What follows belongs to an exercise in optimizing a design on an open flow for small area, a short achievable clock period and few clock cycles; a production flow would make more cautious choices. Function was checked by simulation only, so behaviour that the tests miss may differ from the original. Power and IR drop assume default switching activity.

==> design/flow/run.sh <==
#!/bin/bash
# synth_recipe.tcl (not shown) runs the flow's synth.tcl, then flattens the netlist and writes it again
# the make line also repeats each setting of config.mk as NAME=value (left out here)
make -C /OpenROAD-flow-scripts/flow DESIGN_CONFIG=/design/flow/config.mk WORK_HOME=/design/flow/orfs CLKGATE_MAP_FILE= SYNTH_SCRIPT=/design/flow/synth_recipe.tcl finish
==> design/flow/config.mk <==
export PLATFORM = sky130hd
export DESIGN_NAME = lzss_compress
export DESIGN_NICKNAME = lzss_compress
export VERILOG_FILES = /design/flow/design.v
export SDC_FILE = /design/flow/constraint.sdc
export NUM_CORES = 4
export LEC_CHECK = 0
export CAP_MARGIN = 20
export CORE_MARGIN = 2
export CORE_UTILIZATION = 40
export SLEW_MARGIN = 20
==> design/flow/constraint.sdc <==
create_clock -name core_clock -period 10.0 [get_ports {clk}]
set_input_delay 2.0000 -clock core_clock [delete_from_list [all_inputs] [get_ports {clk}]]
set_output_delay 2.0000 -clock core_clock [all_outputs]
set_load 0.01 [all_outputs]
==> design/flow/design.v <==
module lzss_compress (
    input  wire        clk,
    input  wire        rst,
    input  wire        wr_en,
    input  wire [7:0]  wr_addr,
    input  wire [7:0]  wr_data,
    input  wire        start,
    input  wire [8:0]  src_len,
    output wire        busy,
    output wire        tok_valid,
    input  wire        tok_ready,
    output wire        tok_match,
    output wire [15:0] tok_data
);
    reg        wen_r;
    reg  [7:0] waddr_r;
    reg  [7:0] wdata_r;
    reg        busy_r;
    always @(posedge clk) begin
        if (rst) wen_r <= 1'b0;
        else     wen_r <= wr_en & ~busy_r;
        waddr_r <= wr_addr;
        wdata_r <= wr_data;
    end
    wire [2047:0] mem;
    genvar g;
    generate
        for (g = 0; g < 256; g = g + 1) begin : row
            reg [7:0] b;
            always @(posedge clk)
                if (wen_r && waddr_r == g) b <= wdata_r;
            assign mem[g*8 +: 8] = b;
        end
    endgenerate
    reg         run;
    reg  [8:0]  n;
    reg  [8:0]  ptr;       
    reg  [8:0]  ptr1;      
    reg  [4:0]  k;         
    reg         fresh;     
    reg  [7:0]  c;         
    reg  [7:0]  c_prev;    
    reg  [7:0]  lit;       
    reg  [255:1] V;
    reg         o_valid, k_valid;
    reg  [16:0] o_tok, k_tok;
    wire stall = k_valid;
    wire [255:0] mask;
    generate
        for (g = 0; g < 256; g = g + 1) begin : msk
            assign mask[g] = (ptr > g);
        end
    endgenerate
    wire [255:0] E;
    wire [255:1] S;
    generate
        for (g = 0; g < 256; g = g + 1) begin : cmp
            assign E[g] = (mem[g*8 +: 8] == c);
        end
        for (g = 1; g < 256; g = g + 1) begin : srv
            if (g == 1)
                assign S[g] = E[0] & mask[0] & fresh;
            else
                assign S[g] = E[g-1] & (fresh ? mask[g-1] : V[g-1]);
        end
    endgenerate
    wire [255:1] S2 = E[254:0] & mask[254:0];
    wire lt_n    = (ptr < n);
    wire can_cmp = (k != 5'd18) && lt_n;
    wire anyS    = |S;
    wire cont    = can_cmp & anyS;
    wire anyV    = |V;
    wire k_is2   = (k == 5'd2);
    wire merge   = ~fresh & ~k_is2;
    function [7:0] first_set;
        input [255:0] v;
        reg   [7:0]   idx;
        reg   [255:0] t;
        integer       lvl, w;
        begin
            t = v;
            idx = 8'd0;
            for (lvl = 7; lvl >= 0; lvl = lvl - 1) begin
                w = 1 << lvl;
                if (~|(t & ((256'd1 << w) - 256'd1))) begin
                    idx[lvl] = 1'b1;
                    t = t >> w;
                end
            end
            first_set = idx;
        end
    endfunction
    wire [7:0] jmin    = first_set({V, 1'b0});
    wire [8:0] off     = ptr - {1'b0, jmin};
    wire       is_m    = ~fresh & anyV & (k > 5'd2);
    wire [4:0] len_m3  = k - 5'd3;
    wire [16:0] tok    = is_m ? {1'b1, 4'd0, off[7:0], len_m3[3:0]}
                              : {1'b0, 8'd0, (fresh ? c : lit)};
    wire [7:0] rd_next = mem[ptr1[7:0]*8 +: 8];
    wire go   = run & ~stall;
    wire emit = go & ~cont;
    wire done = merge ? ~lt_n : (fresh & (ptr1 >= n));
    wire [7:0] c0 = (wen_r && waddr_r == 8'd0) ? wdata_r : mem[7:0];
    always @(posedge clk) begin
        if (rst) begin
            run <= 1'b0;
        end else if (!busy_r) begin
            if (start) run <= (src_len != 9'd0);
        end else if (go && !cont && done) begin
            run <= 1'b0;
        end
    end
    always @(posedge clk) begin
        if (!busy_r) begin
            n      <= src_len;
            ptr    <= 9'd0;
            ptr1   <= 9'd1;
            k      <= 5'd0;
            fresh  <= 1'b1;
            c      <= c0;
        end else if (go) begin
            if (cont) begin
                ptr    <= ptr1;
                ptr1   <= ptr1 + 9'd1;
                k      <= k + 5'd1;
                fresh  <= 1'b0;
                c      <= rd_next;
                c_prev <= c;
                V      <= S;
                if (fresh) lit <= c;
            end else if (merge) begin
                ptr    <= ptr1;
                ptr1   <= ptr1 + 9'd1;
                k      <= 5'd1;
                c      <= rd_next;
                c_prev <= c;
                V      <= S2;
                lit    <= c;
            end else if (fresh) begin
                ptr    <= ptr1;
                ptr1   <= ptr1 + 9'd1;
                c      <= rd_next;
                c_prev <= c;
            end else begin
                ptr    <= ptr - 9'd1;
                ptr1   <= ptr;
                k      <= 5'd0;
                fresh  <= 1'b1;
                c      <= c_prev;
            end
        end
    end
    wire take = o_valid & tok_ready;
    always @(posedge clk) begin
        if (rst) begin
            o_valid <= 1'b0;
            k_valid <= 1'b0;
        end else if (k_valid) begin
            if (take) begin
                o_tok   <= k_tok;
                k_valid <= 1'b0;
            end
        end else if (emit) begin
            if (!o_valid || tok_ready) begin
                o_tok   <= tok;
                o_valid <= 1'b1;
            end else begin
                k_tok   <= tok;
                k_valid <= 1'b1;
            end
        end else if (take) begin
            o_valid <= 1'b0;
        end
    end
    wire run_nx   = rst ? 1'b0 :
                    !busy_r ? (start & (src_len != 9'd0)) :
                    (run & ~(go & ~cont & done));
    wire o_nx     = rst ? 1'b0 :
                    k_valid ? 1'b1 :
                    emit ? 1'b1 : (o_valid & ~tok_ready);
    wire kv_nx    = rst ? 1'b0 :
                    k_valid ? ~take :
                    (emit & o_valid & ~tok_ready);
    always @(posedge clk) begin
        if (rst)         busy_r <= 1'b0;
        else if (!busy_r) busy_r <= start;
        else             busy_r <= run_nx | o_nx | kv_nx;
    end
    assign busy      = busy_r;
    assign tok_valid = o_valid;
    assign tok_match = o_tok[16];
    assign tok_data  = o_tok[15:0];
endmodule
==> impl_metrics.csv <==
group,metric,value,unit
run_status,status,"finished clean",
clock_network,tritoncts,"yes",
pwr,p_leak,49.1,nW
synthesis,muxShareOfSynthArea,13.8,%
routing,route.detailed.drc,0,
global_route,grt_pass1_vias,88100,
clock_network,h-tree-depth,5,
floorplan,io_pins,49,
timing,relSlewSlack,7.50,%
layout,drive_above_1_share,18.0,%
floorplan,core_area,321000,sq um
timing,setup_viol,0,
synthesis,synth_compound_area_share,5.78,%
worst_setup_path,cp-start-kind,"register",
synthesis,synth_warnings,1,
synthesis,synth_area,129000,sq um
clock_network,hold_buffers,0,
synthesis,ys_seq_elements,2407,
synthesis,synth_xor_xnor_area_share,13.9,%
timing,rsz0062_at_grt,"no",
worst_setup_path,critPathRequiredTime,10.67,ns
routing,via_per_inst,6.58,
layout,syn2layout_area_growth,13.1,%
routing,ant_nets,0,
placement,portBuffers,44,
timing,slew_violations,0,
clock_network,clk_path_buf_depth,4,
layout,fin_nets,9482,
global_route,grt-ovfl-total,0,
synthesis,ys_seq_area_share,55.5,%
pwr,p_per_area,174,nW/um^2
layout,fin_util,45.5,%
placement,place_hpwl,452000,um
synthesis,synth_top_family_by_area,"XOR/XNOR gates",
floorplan,die_w,572,um
floorplan,die-area,328000,sq um
synthesis,synth-edff-count,2354,
timing,finalCritPeriodShare,83.8,%
global_route,grt_max_degree,126,
routing,drt_iter0_drc,14000,
clock_network,path_clk_slew,0.06,ns
global_route,grt_usage,36.7,%
run,max_cap_viol_count,0,
synthesis,synth.avg_cell_area,13.8,sq um
floorplan,start_util,40.2,%
routing,wl_per_cell,43.6,um
timing,fin_setup_tns,0,ns
placement,globalplace.congestion,1.13,
timing,fmax,0.119,GHz
clock_network,clk-insertion-delay-late,0.96,ns
global_route,antenna_found_initial,96,
clock_network,numCtsBuffers,284,
clock_network,cts_resized,0,
worst_setup_path,crit_path_end_kind,"register",
clock_network,cts_sinks,2407,
synthesis,synth_flop_cell,"edfxtp_1",
synthesis,synthAdderAreaFrac,0.325,%
worst_setup_path,crit_type,"register to register",
floorplan,num_rows,208,
worst_setup_path,max_stage_delay,0.89,ns
routing,vias,92300,
routing,routed_wl,611000,um
worst_setup_path,critical_path.max_fanout,34,
synthesis,yosys.cell_types.count,103,
timing,worst_slew_pin_slew,1.39,ns
clock_network,cts-root-buf,"clkbuf_16",
pwr,finalPower,25.5,mW
routing,first_pass_iters,8,
synthesis,yosys.area_share.simple,8.11,%
synthesis,async_flop_share,0,%
clock_network,post-cts-setup-buffers,0,
worst_setup_path,cp_slowest_cell,"a2111oi_1",
pwr,peakVddDrop,0.000147,V
worst_setup_path,crit_top_cell,"buf_4",
timing,finClkSkew,0.0603,ns
global_route,grt_pass1_wl,809000,um
synthesis,syn_inst,9345,
layout,fill_cells,28300,
worst_setup_path,arrival,9.05,ns
timing,period_needed,8.38,ns
hold_path,hp-class,"register to register",
floorplan,die_height,572,um
timing,hold_viol,0,
cells in the mapped netlist, drive strengths merged (12+ instances only):
cell | count | area share, %
edfxtp | 2354 | 55
xor2 | 1509 | 10
nor2 | 710 | 2.1
mux4 | 677 | 12
xnor2 | 542 | 3.7
nor4 | 449 | 2.2
buf | 394 | 1.6
nand2 | 361 | 1.0
clkbuf | 286 | 0.83
a21oi | 284 | 1.1
mux2i | 202 | 1.6
nand4 | 176 | 0.86
o21ai | 130 | 0.51
a211oi | 128 | 0.74
nor3 | 109 | 0.43
nand3 | 79 | 0.31
inv | 76 | 0.22
a31oi | 65 | 0.31
dfxtp | 53 | 0.82
a22oi | 50 | 0.29
a21o | 49 | 0.28
nor2b | 48 | 0.23
mux2 | 47 | 0.41
a211o | 35 | 0.24
a2111oi | 33 | 0.30
a221oi | 32 | 0.23
ha | 32 | 0.31
o2111ai | 29 | 0.20
o31ai | 28 | 0.17
and3 | 25 | 0.12
o22ai | 22 | 0.11
and2 | 20 | 0.097
o211ai | 20 | 0.12
o221ai | 20 | 0.14
nand2b | 17 | 0.082
or3 | 17 | 0.086
or4 | 17 | 0.099
o21a | 13 | 0.075
or2 | 13 | 0.063
a311oi | 12 | 0.081
cells in the final DEF (no fill, tap or decap), drive strengths merged, types with 25 or more instances in the layout:
cell type      synthesis  layout
edfxtp              2354    2354
xor2                1509    1509
nor2                 710     710
mux4                 677     677
xnor2                542     542
nor4                 449     449
buf                  394     419
nand2                361     361
clkbuf               286     352
a21oi                284     284
mux2i                202     202
nand4                176     176
o21ai                130     130
a211oi               128     128
nor3                 109     109
clkinv                 2      98
inv                   76      91
nand3                 79      79
diode                  0      74
a31oi                 65      65
dfxtp                 53      53
a22oi                 50      50
a21o                  49      49
nor2b                 48      48
mux2                  47      47
clkdlybuf4s50          0      44
a211o                 35      35
a2111oi               33      33
ha                    32      32
bufinv                 0      32
a221oi                32      32
o2111ai               29      29
o31ai                 28      28
and3                  25      25
flip-flops by register name, indices dropped and copies added (netlist names):
register / cells
V: 255
busy_r: 1
c: 8
c_prev: 8
fresh: 1
k: 5
k_tok: 13
k_valid: 1
lit: 8
n: 9
o_tok: 13
o_valid: 1
ptr: 9
ptr1: 9
row.b: 2048
run: 1
waddr_r: 8
wdata_r: 8
wen_r: 1
logic make-up (layout without fill, tap and decap cells):
group	after synthesis	in the layout
XOR/XNOR	2051	2051
buffers and inverters	758	1051
AO/OA/AOI/OAI	1073	1073
other	1	78
AND/OR/NAND/NOR	2096	2096
adder cells (fa/ha/maj)	33	33
flip-flops	2407	2407
multiplexers	926	926
path summary, 6_finish.rpt:
kind              slack (ns)      start  depth (start not counted)         to
setup / recovery        1.62      V[88]                         28  o_tok[11]
hold / removal          0.53  k_tok[16]                          2  o_tok[16]
setup reg to reg        1.62      V[88]                         28  o_tok[11]
hold reg to reg         0.53  k_tok[16]                          2  o_tok[16]
area by class of cell:
cell class	instances	area, sq um	share of cell area [%]
antenna	74	185	0.127
clock buffer	350	7440	5.09
clock inverter	158	2040	1.40
inverter	78	295	0.202
multi-input combinational	6183	54700	37.5
sequential	2407	71800	49.1
tap	4305	5390	3.69
timing repair buffer	465	4260	2.91
power breakdown:
part / internal [mW] / switching [mW] / total (mW)
Combinational: 1.11 / 2.21 / 3.32
Sequential: 11.2 / 0.224 / 11.4
Clock: 6.20 / 4.58 / 10.8
worst max-delay path, delay by kind of cell, from the launching register on:
| kind | cells | cell delay [ns] |
|---|---|---|
| AOI/OAI and AO/OA | 16 | 4.08 |
| xor gates and xnor gates | 1 | 0.20 |
| adders and majority gates | 1 | 0.15 |
| buffers and inverters | 6 | 1.07 |
| DFF | 1 | 0.47 |
| and+or+nand+nor | 4 | 2.13 |
routing by layer:
layer / part of all wire (%) / global-route usage (%)
met1: 40 / 49.6
met2: 43 / 54.2
met3: 11 / 9.79
met4: 5.9 / 18.7
met5: 0.053 / 0
per-stage QoR:
stage               hold WS [ns]  worst slack (ns)  instance area [sq um]  std cells
global route               0.555              1.68                 146000      14000
finish                     0.531              1.62                 146000      14000
global placement           0.520              1.92                 136000      13400
detailed placement         0.521              2.10                 136000      13400
floorplan                  0.424              1.44                 129000       9348
CTS                        0.536              2.00                 146000      13900
Testbench counts, summed over its fixed seeds: cycles 39,578.

==> separate check: timing with driven ports <==
The flow's constraints put no driver on any port. The routed layout listed below was extracted and timed again, unchanged, in two steps. Step 1 sets driving cells, clkbuf_16 on the clock port and buf_2 on the other inputs (assumed; they add their load-dependent delay and slew). Step 2, shift: input delay + t, output delay - t, t = (earliest + latest rising clock arrival at the registers) / 2. This alone moves slack from input paths to output paths. a / b / c = ideal ports / drivers / drivers and shift; a / b = the first two.
shift t [ns]: 1.048
slack for setup (ns): 1.620 / 1.620 / 1.620
latest minus earliest clock arrival (ns): 0.060 / 0.060
slew at the worst register clock pin (ns): 0.08 / 0.08
After both steps setup and hold are still met in this run. The setup slack of this run moves by 0.000 ns with the drivers and by 0.000 ns with both steps.
